This design comes from an exercise in tuning for small area, a short achievable clock period and few clock cycles on the open sky130 flow, not from production work.
Where RTL was checked, it was by simulation tests only, not by an equivalence proof against the original.
Power and IR drop assume default switching activity.

==> run a <==
==> flow/design.v <==
module link_rx (
    input  wire        clk,
    input  wire        rst,
    input  wire        in_valid,
    output wire        in_ready,
    input  wire [7:0]  in_data,
    input  wire        cmd_valid,
    output wire        cmd_ready,
    input  wire [7:0]  cmd_op,
    input  wire [7:0]  cmd_id,
    input  wire [31:0] cmd_region,
    input  wire [7:0]  cmd_size,
    output reg         rsp_valid,
    output reg         rsp_bool,
    output reg  [7:0]  rsp_val,
    output wire        mem_valid,
    input  wire        mem_ready,
    output wire [31:0] mem_addr,
    output wire [7:0]  mem_data
);
    localparam [7:0] MAGIC0      = 8'h55;
    localparam [7:0] MAGIC1      = 8'hAA;
    localparam [7:0] MAX_PAYLOAD = 8'd57;
    localparam [7:0] MAX_ITEM    = 8'd56;
    localparam [7:0] OP_BIND  = 8'h01;
    localparam [7:0] OP_ISRX  = 8'h05;
    localparam [7:0] OP_CLRX  = 8'h06;
    localparam [7:0] OP_TAKE  = 8'h07;
    localparam [7:0] OP_TAKEP = 8'h08;
    localparam [2:0] R_IDLE = 3'd0;    
    localparam [2:0] R_AA   = 3'd1;    
    localparam [2:0] R_ID   = 3'd2;    
    localparam [2:0] R_LS   = 3'd3;    
    localparam [2:0] R_LEN  = 3'd4;    
    localparam [2:0] R_PAY  = 3'd5;    
    localparam [2:0] R_CLO  = 3'd6;    
    localparam [2:0] R_CHI  = 3'd7;    
    localparam [2:0] D_IDLE = 3'd0;    
    localparam [2:0] D_TYPE = 3'd1;    
    localparam [2:0] D_CHK  = 3'd2;    
    localparam [2:0] D_DATA = 3'd3;    
    localparam [2:0] C_LOOK = 3'd4;    
    localparam [2:0] C_ACT  = 3'd5;    
    localparam [2:0] C_SCAN = 3'd6;    
    reg [7:0]  slot_used;
    reg [7:0]  slot_recv;
    reg [7:0]  slot_id     [0:7];
    reg [31:0] slot_region [0:7];
    reg [5:0]  slot_size   [0:7];
    reg [7:0]  buf_e [0:31];
    reg [7:0]  buf_o [0:31];
    reg [5:0]  wr_ptr;          
    reg [5:0]  cm_ptr;          
    reg [5:0]  rd_ptr;          
    reg        in_ready_q;
    reg        bv;              
    reg [7:0]  bd;
    reg [2:0]  rs;
    reg [5:0]  rcnt;            
    reg [15:0] crc;
    reg [7:0]  crc_lo;
    reg [7:0]  pend_serial;
    reg [7:0]  last_serial;
    assign in_ready = in_ready_q;
    wire take = in_valid && in_ready_q;
    reg [15:0] crc_next;
    integer    i;
    always @* begin
        crc_next = ((rs == R_LEN) ? 16'h0000 : crc) ^ {8'h00, bd};
        for (i = 0; i < 8; i = i + 1)
            crc_next = crc_next[0] ? ((crc_next >> 1) ^ 16'h8408) : (crc_next >> 1);
    end
    wire len_ok   = (bd <= MAX_PAYLOAD);
    wire wr_adv   = bv && ((rs == R_LEN && len_ok) || rs == R_PAY);
    wire crc_ok   = ({bd, crc_lo} == crc);
    wire commit   = bv && (rs == R_CHI) && crc_ok;
    wire [5:0] cm_ptr_next = commit ? wr_ptr : cm_ptr;
    wire [5:0] occupancy   = wr_ptr - rd_ptr;
    always @(posedge clk) begin
        bd <= in_data;
        if (bv) begin                  
            if (wr_ptr[0]) buf_o[wr_ptr[5:1]] <= bd;
            else           buf_e[wr_ptr[5:1]] <= bd;
        end
    end
    always @(posedge clk) begin
        if (rst) begin
            bv          <= 1'b0;
            in_ready_q  <= 1'b1;
            rs          <= R_IDLE;
            wr_ptr      <= 6'd0;
            cm_ptr      <= 6'd0;
            last_serial <= 8'd0;
        end else begin
            bv         <= take;
            in_ready_q <= (occupancy <= 6'd60);
            if (wr_adv)
                wr_ptr <= wr_ptr + 6'd1;
            if (bv) begin
                case (rs)
                    R_IDLE: if (bd == MAGIC0) rs <= R_AA;
                    R_AA: begin
                        if (bd == MAGIC1)      rs <= R_ID;
                        else if (bd != MAGIC0) rs <= R_IDLE;
                    end
                    R_ID: begin
                        pend_serial <= bd;
                        rs          <= R_LS;
                    end
                    R_LS: rs <= R_LEN;
                    R_LEN: begin
                        crc  <= crc_next;
                        rcnt <= bd[5:0];
                        if (!len_ok)
                            rs <= R_IDLE;             
                        else if (bd == 8'd0)
                            rs <= R_CLO;
                        else
                            rs <= R_PAY;
                    end
                    R_PAY: begin
                        crc  <= crc_next;
                        rcnt <= rcnt - 6'd1;
                        if (rcnt == 6'd1)
                            rs <= R_CLO;
                    end
                    R_CLO: begin
                        crc_lo <= bd;
                        rs     <= R_CHI;
                    end
                    default: begin                   
                        rs <= R_IDLE;
                        if (crc_ok) begin
                            cm_ptr      <= wr_ptr;
                            last_serial <= pend_serial;
                        end else begin
                            wr_ptr      <= cm_ptr;
                        end
                    end
                endcase
            end
        end
    end
    reg        cmd_ready_q;
    reg        cmd_pend;        
    reg        nr_pend;         
    reg        c_bind, c_rd, c_clr, c_takep, c_size_ok;
    reg [7:0]  c_id;
    reg [31:0] c_region;
    reg [5:0]  c_size;
    reg [5:0]  c_ptr;           
    assign cmd_ready = cmd_ready_q;
    wire cmd_take = cmd_valid && cmd_ready_q;
    wire op_reg   = (cmd_op == OP_BIND) || (cmd_op == OP_ISRX) || (cmd_op == OP_CLRX) ||
                    (cmd_op == OP_TAKE) || (cmd_op == OP_TAKEP);
    reg [2:0]  ds;
    reg [7:0]  hd;              
    reg [5:0]  fend;            
    reg [5:0]  prem;            
    reg [5:0]  dleft;           
    reg [7:0]  sel;             
    reg        hit;             
    reg        size_ok;         
    reg        size_zero;       
    reg        size_one;        
    reg        mem_valid_q;
    reg [31:0] mem_addr_q;
    reg [7:0]  mem_data_q;
    assign mem_valid = mem_valid_q;
    assign mem_addr  = mem_addr_q;
    assign mem_data  = mem_data_q;
    wire ofree = !mem_valid_q || mem_ready;
    reg  [7:0]  match, lt_rem, is_zero, is_one;
    reg  [31:0] sel_region;
    reg  [5:0]  sel_size;
    integer    j;
    always @* begin
        sel_region = 32'd0;
        sel_size   = 6'd0;
        for (j = 0; j < 8; j = j + 1) begin
            match[j]   = slot_used[j] && (slot_id[j] == hd);
            lt_rem[j]  = (slot_size[j] < prem);
            is_zero[j] = (slot_size[j] == 6'd0);
            is_one[j]  = (slot_size[j] == 6'd1);
            if (sel[j]) begin
                sel_region = sel_region | slot_region[j];
                sel_size   = sel_size   | slot_size[j];
            end
        end
    end
    wire sel_recv = |(sel & slot_recv);
    wire sel_used = |(sel & slot_used);
    reg [7:0] free_oh;
    integer   k;
    always @* begin
        free_oh = 8'd0;
        for (k = 7; k >= 0; k = k - 1)
            if (!slot_used[k]) free_oh = 8'd1 << k;
    end
    wire cmd_go      = cmd_pend && (rd_ptr == c_ptr);
    wire frame_go    = (rd_ptr != cm_ptr);
    wire stop        = !(hit && size_ok);
    wire region_zero = (c_region == 32'd0);
    wire bind_ok     = c_size_ok &&
                       !((&c_region[31:6]) && ({1'b0, c_region[5:0]} + {1'b0, c_size} > 7'd64));
    wire scan_hit    = sel_used && (sel_region == c_region);
    wire jump = (ds == D_CHK) && stop;
    wire adv  = ((ds == D_IDLE) && !cmd_go && frame_go) ||
                (ds == D_TYPE) ||
                ((ds == D_CHK) && !stop && !size_zero && ofree) ||
                ((ds == D_DATA) && ofree);
    wire [5:0] rp1    = rd_ptr + 6'd1;
    wire [4:0] e_addr = jump ? fend[5:1] : rp1[5:1];
    wire [4:0] o_addr = jump ? fend[5:1] : rd_ptr[5:1];
    wire       odd    = jump ? fend[0] : (rd_ptr[0] ^ adv);
    wire [7:0] e_data = buf_e[e_addr];
    wire [7:0] o_data = buf_o[o_addr];
    wire       load_cid = (ds == D_IDLE) && cmd_go && !c_takep;
    always @(posedge clk) begin
        if (load_cid)
            hd <= c_id;
        else
            hd <= odd ? o_data : e_data;
    end
    always @(posedge clk) begin
        if (rst) begin
            ds          <= D_IDLE;
            rd_ptr      <= 6'd0;
            mem_valid_q <= 1'b0;
            slot_used   <= 8'd0;
            slot_recv   <= 8'd0;
            cmd_ready_q <= 1'b1;
            cmd_pend    <= 1'b0;
            nr_pend     <= 1'b0;
            rsp_valid   <= 1'b0;
        end else begin
            rsp_valid <= 1'b0;
            if (mem_ready)
                mem_valid_q <= 1'b0;
            if (jump)
                rd_ptr <= fend;
            else if (adv)
                rd_ptr <= rp1;
            nr_pend <= cmd_take && !op_reg;
            if (nr_pend) begin
                rsp_valid <= 1'b1;
                rsp_val   <= last_serial;
            end
            if (cmd_take) begin
                c_bind    <= (cmd_op == OP_BIND);
                c_rd      <= (cmd_op == OP_ISRX) || (cmd_op == OP_TAKE);
                c_clr     <= (cmd_op == OP_CLRX) || (cmd_op == OP_TAKE);
                c_takep   <= (cmd_op == OP_TAKEP);
                c_id      <= cmd_id;
                c_region  <= cmd_region;
                c_size    <= cmd_size[5:0];
                c_size_ok <= (cmd_size <= MAX_ITEM);
                c_ptr     <= cm_ptr_next;
                if (op_reg) begin
                    cmd_pend    <= 1'b1;
                    cmd_ready_q <= 1'b0;
                end
            end
            case (ds)
                D_IDLE: begin
                    if (cmd_go) begin
                        if (c_takep) begin
                            sel <= 8'd1;
                            ds  <= C_SCAN;
                        end else begin
                            ds  <= C_LOOK;
                        end
                    end else if (frame_go) begin
                        prem <= hd[5:0];
                        fend <= rp1 + hd[5:0];
                        if (hd[5:0] != 6'd0)
                            ds <= D_TYPE;
                    end
                end
                D_TYPE: begin
                    sel       <= match;
                    hit       <= |match;
                    size_ok   <= |(match & lt_rem);
                    size_zero <= |(match & is_zero);
                    size_one  <= |(match & is_one);
                    prem      <= prem - 6'd1;
                    ds        <= D_CHK;
                end
                D_CHK: begin
                    if (stop) begin
                        ds <= D_IDLE;                       
                    end else if (size_zero) begin
                        slot_recv <= slot_recv | sel;
                        ds        <= (prem == 6'd0) ? D_IDLE : D_TYPE;
                    end else if (ofree) begin
                        mem_valid_q <= 1'b1;
                        mem_addr_q  <= sel_region;
                        mem_data_q  <= hd;
                        prem        <= prem - 6'd1;
                        dleft       <= sel_size - 6'd1;
                        if (size_one) begin
                            slot_recv <= slot_recv | sel;
                            ds        <= (prem == 6'd1) ? D_IDLE : D_TYPE;
                        end else begin
                            ds        <= D_DATA;
                        end
                    end
                end
                D_DATA: begin
                    if (ofree) begin
                        mem_valid_q <= 1'b1;
                        mem_addr_q  <= mem_addr_q + 32'd1;
                        mem_data_q  <= hd;
                        prem        <= prem - 6'd1;
                        dleft       <= dleft - 6'd1;
                        if (dleft == 6'd1) begin
                            slot_recv <= slot_recv | sel;
                            ds        <= (prem == 6'd1) ? D_IDLE : D_TYPE;
                        end
                    end
                end
                C_LOOK: begin
                    sel         <= match;
                    hit         <= |match;
                    cmd_ready_q <= 1'b1;        
                    ds          <= C_ACT;
                end
                C_ACT: begin
                    cmd_pend  <= cmd_take && op_reg;
                    rsp_valid <= 1'b1;
                    rsp_bool  <= hit && sel_recv;
                    ds        <= D_IDLE;
                    if (c_bind) begin
                        if (region_zero) begin
                            if (hit) begin
                                slot_used <= slot_used & ~sel;
                                slot_recv <= slot_recv & ~sel;
                            end
                        end else if (bind_ok) begin
                            for (j = 0; j < 8; j = j + 1)
                                if (hit ? sel[j] : free_oh[j]) begin
                                    slot_id[j]     <= c_id;
                                    slot_region[j] <= c_region;
                                    slot_size[j]   <= c_size;
                                end
                            slot_used <= slot_used | (hit ? sel : free_oh);
                            slot_recv <= slot_recv & ~(hit ? sel : free_oh);
                        end
                    end
                    if (c_clr && hit)
                        slot_recv <= slot_recv & ~sel;
                end
                C_SCAN: begin
                    if (scan_hit || sel[7]) begin
                        cmd_pend    <= 1'b0;
                        cmd_ready_q <= 1'b1;
                        rsp_valid   <= 1'b1;
                        rsp_bool    <= scan_hit && sel_recv;
                        ds          <= D_IDLE;
                        if (scan_hit)
                            slot_recv <= slot_recv & ~sel;
                    end else begin
                        sel <= sel << 1;
                    end
                end
                default: ds <= D_IDLE;
            endcase
        end
    end
endmodule
==> flow/run.sh <==
#!/bin/bash
# synth_recipe.tcl (not shown) runs the flow's synth.tcl, then flattens the netlist and writes it again
# the make line also repeats each setting of config.mk as NAME=value (left out here)
make -C /OpenROAD-flow-scripts/flow DESIGN_CONFIG=/design/flow/config.mk WORK_HOME=/design/flow/orfs CLKGATE_MAP_FILE= SYNTH_SCRIPT=/design/flow/synth_recipe.tcl finish
==> flow/config.mk <==
export PLATFORM = sky130hd
export DESIGN_NAME = link_rx
export DESIGN_NICKNAME = link_rx
export VERILOG_FILES = /design/flow/design.v
export SDC_FILE = /design/flow/constraint.sdc
export NUM_CORES = 4
export LEC_CHECK = 0
export ABC_CLOCK_PERIOD_IN_PS = 2500
export CAP_MARGIN = 20
export CORE_MARGIN = 2
export CORE_UTILIZATION = 40
export PLACE_DENSITY = 0.6
export SETUP_SLACK_MARGIN = 4.7
export SLEW_MARGIN = 20
export TNS_END_PERCENT = 100
==> flow/constraint.sdc <==
create_clock -name core_clock -period 7.5 [get_ports {clk}]
set_input_delay 1.5000 -clock core_clock [delete_from_list [all_inputs] [get_ports {clk}]]
set_output_delay 1.5000 -clock core_clock [all_outputs]
set_load 0.01 [all_outputs]
==> inputs of run b, as changes to run a <==
==> flow/design.v, changed modules only <==
module link_rx (
    input  wire        clk,
    input  wire        rst,
    input  wire        in_valid,
    output wire        in_ready,
    input  wire [7:0]  in_data,
    input  wire        cmd_valid,
    output wire        cmd_ready,
    input  wire [7:0]  cmd_op,
    input  wire [7:0]  cmd_id,
    input  wire [31:0] cmd_region,
    input  wire [7:0]  cmd_size,
    output reg         rsp_valid,
    output reg         rsp_bool,
    output reg  [7:0]  rsp_val,
    output wire        mem_valid,
    input  wire        mem_ready,
    output wire [31:0] mem_addr,
    output wire [7:0]  mem_data
);
    localparam [7:0] MAGIC0      = 8'h55;
    localparam [7:0] MAGIC1      = 8'hAA;
    localparam [7:0] MAX_PAYLOAD = 8'd57;
    localparam [7:0] MAX_ITEM    = 8'd56;
    localparam [7:0] OP_BIND  = 8'h01;
    localparam [7:0] OP_ISRX  = 8'h05;
    localparam [7:0] OP_CLRX  = 8'h06;
    localparam [7:0] OP_TAKE  = 8'h07;
    localparam [7:0] OP_TAKEP = 8'h08;
    localparam [2:0] R_IDLE = 3'd0;    
    localparam [2:0] R_AA   = 3'd1;    
    localparam [2:0] R_ID   = 3'd2;    
    localparam [2:0] R_LS   = 3'd3;    
    localparam [2:0] R_LEN  = 3'd4;    
    localparam [2:0] R_PAY  = 3'd5;    
    localparam [2:0] R_CLO  = 3'd6;    
    localparam [2:0] R_CHI  = 3'd7;    
    localparam [2:0] D_IDLE = 3'd0;    
    localparam [2:0] D_TYPE = 3'd1;    
    localparam [2:0] D_CHK  = 3'd2;    
    localparam [2:0] D_DATA = 3'd3;    
    localparam [2:0] C_LOOK = 3'd4;    
    localparam [2:0] C_ACT  = 3'd5;    
    localparam [2:0] C_SCAN = 3'd6;    
    reg [7:0]  slot_used;
    reg [7:0]  slot_recv;
    reg [7:0]  slot_id     [0:7];
    reg [31:0] slot_region [0:7];
    reg [5:0]  slot_size   [0:7];
    reg [7:0]  buffer [0:63];
    reg [5:0]  wr_ptr;          
    reg [5:0]  cm_ptr;          
    reg [5:0]  rd_ptr;          
    reg        in_ready_q;
    reg        bv;              
    reg [7:0]  bd;
    reg [2:0]  rs;
    reg [5:0]  rcnt;            
    reg [15:0] crc;
    reg [7:0]  crc_lo;
    reg [7:0]  pend_serial;
    reg [7:0]  last_serial;
    assign in_ready = in_ready_q;
    wire take = in_valid && in_ready_q;
    reg [15:0] crc_next;
    integer    i;
    always @* begin
        crc_next = ((rs == R_LEN) ? 16'h0000 : crc) ^ {8'h00, bd};
        for (i = 0; i < 8; i = i + 1)
            crc_next = crc_next[0] ? ((crc_next >> 1) ^ 16'h8408) : (crc_next >> 1);
    end
    wire len_ok   = (bd <= MAX_PAYLOAD);
    wire wr_adv   = bv && ((rs == R_LEN && len_ok) || rs == R_PAY);
    wire crc_ok   = ({bd, crc_lo} == crc);
    wire commit   = bv && (rs == R_CHI) && crc_ok;
    wire [5:0] cm_ptr_next = commit ? wr_ptr : cm_ptr;
    wire [5:0] occupancy   = wr_ptr - rd_ptr;
    always @(posedge clk) begin
        bd <= in_data;
        if (bv)
            buffer[wr_ptr] <= bd;      
    end
    always @(posedge clk) begin
        if (rst) begin
            bv          <= 1'b0;
            in_ready_q  <= 1'b1;
            rs          <= R_IDLE;
            wr_ptr      <= 6'd0;
            cm_ptr      <= 6'd0;
            last_serial <= 8'd0;
        end else begin
            bv         <= take;
            in_ready_q <= (occupancy <= 6'd60);
            if (wr_adv)
                wr_ptr <= wr_ptr + 6'd1;
            if (bv) begin
                case (rs)
                    R_IDLE: if (bd == MAGIC0) rs <= R_AA;
                    R_AA: begin
                        if (bd == MAGIC1)      rs <= R_ID;
                        else if (bd != MAGIC0) rs <= R_IDLE;
                    end
                    R_ID: begin
                        pend_serial <= bd;
                        rs          <= R_LS;
                    end
                    R_LS: rs <= R_LEN;
                    R_LEN: begin
                        crc  <= crc_next;
                        rcnt <= bd[5:0];
                        if (!len_ok)
                            rs <= R_IDLE;             
                        else if (bd == 8'd0)
                            rs <= R_CLO;
                        else
                            rs <= R_PAY;
                    end
                    R_PAY: begin
                        crc  <= crc_next;
                        rcnt <= rcnt - 6'd1;
                        if (rcnt == 6'd1)
                            rs <= R_CLO;
                    end
                    R_CLO: begin
                        crc_lo <= bd;
                        rs     <= R_CHI;
                    end
                    default: begin                   
                        rs <= R_IDLE;
                        if (crc_ok) begin
                            cm_ptr      <= wr_ptr;
                            last_serial <= pend_serial;
                        end else begin
                            wr_ptr      <= cm_ptr;
                        end
                    end
                endcase
            end
        end
    end
    reg        cmd_ready_q;
    reg        cmd_pend;        
    reg        nr_pend;         
    reg        c_bind, c_rd, c_clr, c_takep, c_size_ok;
    reg [7:0]  c_id;
    reg [31:0] c_region;
    reg [5:0]  c_size;
    reg [5:0]  c_ptr;           
    assign cmd_ready = cmd_ready_q;
    wire cmd_take = cmd_valid && cmd_ready_q;
    wire op_reg   = (cmd_op == OP_BIND) || (cmd_op == OP_ISRX) || (cmd_op == OP_CLRX) ||
                    (cmd_op == OP_TAKE) || (cmd_op == OP_TAKEP);
    reg [2:0]  ds;
    reg [5:0]  prem;            
    reg [5:0]  dleft;           
    reg [7:0]  sel;             
    reg        hit;
    reg        mem_valid_q;
    reg [31:0] mem_addr_q;
    reg [7:0]  mem_data_q;
    assign mem_valid = mem_valid_q;
    assign mem_addr  = mem_addr_q;
    assign mem_data  = mem_data_q;
    wire [7:0] hd    = buffer[rd_ptr];
    wire       ofree = !mem_valid_q || mem_ready;
    wire [7:0] key = (ds == D_TYPE) ? hd : c_id;
    reg  [7:0] match;
    reg  [31:0] sel_region;
    reg  [5:0]  sel_size;
    integer    j;
    always @* begin
        sel_region = 32'd0;
        sel_size   = 6'd0;
        for (j = 0; j < 8; j = j + 1) begin
            match[j] = slot_used[j] && (slot_id[j] == key);
            if (sel[j]) begin
                sel_region = sel_region | slot_region[j];
                sel_size   = sel_size   | slot_size[j];
            end
        end
    end
    wire sel_recv = |(sel & slot_recv);
    wire sel_used = |(sel & slot_used);
    reg [7:0] free_oh;
    integer   k;
    always @* begin
        free_oh = 8'd0;
        for (k = 7; k >= 0; k = k - 1)
            if (!slot_used[k]) free_oh = 8'd1 << k;
    end
    wire cmd_go     = cmd_pend && (rd_ptr == c_ptr);
    wire frame_go   = (rd_ptr != cm_ptr);
    wire size_bad   = !hit || (sel_size > prem);
    wire region_zero = (c_region == 32'd0);
    wire bind_ok    = c_size_ok &&
                      !((&c_region[31:6]) && ({1'b0, c_region[5:0]} + {1'b0, c_size} > 7'd64));
    wire scan_hit   = sel_used && (sel_region == c_region);
    always @(posedge clk) begin
        if (rst) begin
            ds          <= D_IDLE;
            rd_ptr      <= 6'd0;
            mem_valid_q <= 1'b0;
            slot_used   <= 8'd0;
            slot_recv   <= 8'd0;
            cmd_ready_q <= 1'b1;
            cmd_pend    <= 1'b0;
            nr_pend     <= 1'b0;
            rsp_valid   <= 1'b0;
        end else begin
            rsp_valid <= 1'b0;
            if (mem_ready)
                mem_valid_q <= 1'b0;
            nr_pend <= cmd_take && !op_reg;
            if (nr_pend) begin
                rsp_valid <= 1'b1;
                rsp_val   <= last_serial;
            end
            if (cmd_take) begin
                c_bind    <= (cmd_op == OP_BIND);
                c_rd      <= (cmd_op == OP_ISRX) || (cmd_op == OP_TAKE);
                c_clr     <= (cmd_op == OP_CLRX) || (cmd_op == OP_TAKE);
                c_takep   <= (cmd_op == OP_TAKEP);
                c_id      <= cmd_id;
                c_region  <= cmd_region;
                c_size    <= cmd_size[5:0];
                c_size_ok <= (cmd_size <= MAX_ITEM);
                c_ptr     <= cm_ptr_next;
                if (op_reg) begin
                    cmd_pend    <= 1'b1;
                    cmd_ready_q <= 1'b0;
                end
            end
            case (ds)
                D_IDLE: begin
                    if (cmd_go) begin
                        if (c_takep) begin
                            sel <= 8'd1;
                            ds  <= C_SCAN;
                        end else begin
                            ds  <= C_LOOK;
                        end
                    end else if (frame_go) begin
                        prem   <= hd[5:0];
                        rd_ptr <= rd_ptr + 6'd1;
                        if (hd[5:0] != 6'd0)
                            ds <= D_TYPE;
                    end
                end
                D_TYPE: begin
                    sel    <= match;
                    hit    <= |match;
                    rd_ptr <= rd_ptr + 6'd1;
                    prem   <= prem - 6'd1;
                    ds     <= D_CHK;
                end
                D_CHK: begin
                    if (size_bad) begin
                        rd_ptr <= rd_ptr + prem;            
                        ds     <= D_IDLE;
                    end else if (sel_size == 6'd0) begin
                        slot_recv <= slot_recv | sel;
                        ds        <= (prem == 6'd0) ? D_IDLE : D_TYPE;
                    end else if (ofree) begin
                        mem_valid_q <= 1'b1;
                        mem_addr_q  <= sel_region;
                        mem_data_q  <= hd;
                        rd_ptr      <= rd_ptr + 6'd1;
                        prem        <= prem - 6'd1;
                        dleft       <= sel_size - 6'd1;
                        if (sel_size == 6'd1) begin
                            slot_recv <= slot_recv | sel;
                            ds        <= (prem == 6'd1) ? D_IDLE : D_TYPE;
                        end else begin
                            ds        <= D_DATA;
                        end
                    end
                end
                D_DATA: begin
                    if (ofree) begin
                        mem_valid_q <= 1'b1;
                        mem_addr_q  <= mem_addr_q + 32'd1;
                        mem_data_q  <= hd;
                        rd_ptr      <= rd_ptr + 6'd1;
                        prem        <= prem - 6'd1;
                        dleft       <= dleft - 6'd1;
                        if (dleft == 6'd1) begin
                            slot_recv <= slot_recv | sel;
                            ds        <= (prem == 6'd1) ? D_IDLE : D_TYPE;
                        end
                    end
                end
                C_LOOK: begin
                    sel         <= match;
                    hit         <= |match;
                    cmd_ready_q <= 1'b1;        
                    ds          <= C_ACT;
                end
                C_ACT: begin
                    cmd_pend  <= cmd_take && op_reg;
                    rsp_valid <= 1'b1;
                    rsp_bool  <= hit && sel_recv;
                    ds        <= D_IDLE;
                    if (c_bind) begin
                        if (region_zero) begin
                            if (hit) begin
                                slot_used <= slot_used & ~sel;
                                slot_recv <= slot_recv & ~sel;
                            end
                        end else if (bind_ok) begin
                            for (j = 0; j < 8; j = j + 1)
                                if (hit ? sel[j] : free_oh[j]) begin
                                    slot_id[j]     <= c_id;
                                    slot_region[j] <= c_region;
                                    slot_size[j]   <= c_size;
                                end
                            slot_used <= slot_used | (hit ? sel : free_oh);
                            slot_recv <= slot_recv & ~(hit ? sel : free_oh);
                        end
                    end
                    if (c_clr && hit)
                        slot_recv <= slot_recv & ~sel;
                end
                C_SCAN: begin
                    if (scan_hit || sel[7]) begin
                        cmd_pend    <= 1'b0;
                        cmd_ready_q <= 1'b1;
                        rsp_valid   <= 1'b1;
                        rsp_bool    <= scan_hit && sel_recv;
                        ds          <= D_IDLE;
                        if (scan_hit)
                            slot_recv <= slot_recv & ~sel;
                    end else begin
                        sel <= sel << 1;
                    end
                end
                default: ds <= D_IDLE;
            endcase
        end
    end
endmodule
ABC_CLOCK_PERIOD_IN_PS = default   (was 2500)
SETUP_SLACK_MARGIN = default   (was 4.7)
TNS_END_PERCENT = default   (was 100)
==> inputs of run c, as changes to run a <==
--- a/flow/design.v
+++ b/flow/design.v
@@ -144,7 +144,7 @@
     reg        cmd_ready_q;
     reg        cmd_pend;        
     reg        nr_pend;         
-    reg        c_bind, c_rd, c_clr, c_takep, c_size_ok;
+    reg        c_bind, c_clr, c_takep, c_size_ok;
     reg [7:0]  c_id;
     reg [31:0] c_region;
     reg [5:0]  c_size;
@@ -163,6 +163,7 @@
     reg        size_ok;         
     reg        size_zero;       
     reg        size_one;        
+    reg        do_bind, do_unbind, do_clr;
     reg        mem_valid_q;
     reg [31:0] mem_addr_q;
     reg [7:0]  mem_data_q;
@@ -248,7 +249,6 @@
             end
             if (cmd_take) begin
                 c_bind    <= (cmd_op == OP_BIND);
-                c_rd      <= (cmd_op == OP_ISRX) || (cmd_op == OP_TAKE);
                 c_clr     <= (cmd_op == OP_CLRX) || (cmd_op == OP_TAKE);
                 c_takep   <= (cmd_op == OP_TAKEP);
                 c_id      <= cmd_id;
@@ -320,8 +320,11 @@
                     end
                 end
                 C_LOOK: begin
-                    sel         <= match;
+                    sel         <= (|match) ? match : free_oh;
                     hit         <= |match;
+                    do_bind     <= c_bind && !region_zero && bind_ok && ((|match) || (|free_oh));
+                    do_unbind   <= c_bind && region_zero && (|match);
+                    do_clr      <= c_clr && (|match);
                     cmd_ready_q <= 1'b1;        
                     ds          <= C_ACT;
                 end
@@ -330,24 +333,18 @@
                     rsp_valid <= 1'b1;
                     rsp_bool  <= hit && sel_recv;
                     ds        <= D_IDLE;
-                    if (c_bind) begin
-                        if (region_zero) begin
-                            if (hit) begin
-                                slot_used <= slot_used & ~sel;
-                                slot_recv <= slot_recv & ~sel;
+                    if (do_bind) begin
+                        for (j = 0; j < 8; j = j + 1)
+                            if (sel[j]) begin
+                                slot_id[j]     <= c_id;
+                                slot_region[j] <= c_region;
+                                slot_size[j]   <= c_size;
                             end
-                        end else if (bind_ok) begin
-                            for (j = 0; j < 8; j = j + 1)
-                                if (hit ? sel[j] : free_oh[j]) begin
-                                    slot_id[j]     <= c_id;
-                                    slot_region[j] <= c_region;
-                                    slot_size[j]   <= c_size;
-                                end
-                            slot_used <= slot_used | (hit ? sel : free_oh);
-                            slot_recv <= slot_recv & ~(hit ? sel : free_oh);
-                        end
+                        slot_used <= slot_used | sel;
                     end
-                    if (c_clr && hit)
+                    if (do_unbind)
+                        slot_used <= slot_used & ~sel;
+                    if (do_bind || do_unbind || do_clr)
                         slot_recv <= slot_recv & ~sel;
                 end
                 C_SCAN: begin
==> notes <==
Run b ran to the end with no violations. Run a finished with timing, DRC and antenna clean. Run c finished clean.
Via count, highest first: run a, run c, run b.
Clock-buffer cell count, highest first: run b, run c, run a.
Between run a and run b, the lower sequential share of layout area is in run a (gap 5.9 points).
Combinational power: run b < run c < run a.
Critical path depth is the same in run c and run b.
==> figures <==
quantity	run c	run a	run b
Result of the run	no timing/DRC/antenna violations	no timing/DRC/antenna violations	no timing/DRC/antenna violations
Synth Area in Adders	1.84%	1.82%	0.980%
Post-CTS Setup Repair Bufs	187	219	0
Uppermost layer routed	met5	met4	met5
Initial antenna violation count	11	1	2
Worst Path Buf+Inv	4	6	1
Sequential share of cell area	56.7%	55.0%	60.9%
Data arrival time at the worst-slack endpoint	3.72 ns	3.70 ns	5.48 ns
Final standard cell area without fillers	0.0585 mm2	0.0602 mm2	0.0538 mm2
Combinational cell fraction of total power	29.4%	32.8%	19.4%
Maximum net fanout on the critical path	8	5	39
Share of the final layout cell area in multi-input gates	24.7%	24.6%	25.4%
Testbench counts of run a, summed over its fixed seeds: cycles 33,208.
Testbench counts of run c, summed over its fixed seeds: cycles 33,208.
No functional check of the RTL was part of run b.

separate check: timing with driven ports:
The flow's constraints put no driver on any port. The routed layouts listed below were extracted and timed again, unchanged, in two steps. Step 1: set_driving_cell puts a clkbuf_16 on clk and a buf_2 on each other input, an assumption about the parent block. Step 2 also shifts input and output timing later by t, the mid clock arrival at the registers, as if the neighbouring blocks saw the same clock. a / b / c = ideal / step 1 / step 2; a / b = the first two.
| run | shift t [ns] | setup WS [ns] | worst setup path after step 2 | worst slew at a driven data input, ns |
|---|---|---|---|---|
| run a | 0.786 | 4.222 / 4.222 / 3.865 | input to register | 0.08 |
| run b | 0.764 | 2.478 / 2.478 / 2.478 | register to register | 0.08 |
| run c | 0.782 | 4.221 / 4.221 / 3.819 | input to register | 0.15 |
After both steps every run listed still meets setup and hold. The setup slack of run c, which loses most, moves by 0.000 ns with the drivers and by -0.402 ns with both steps.
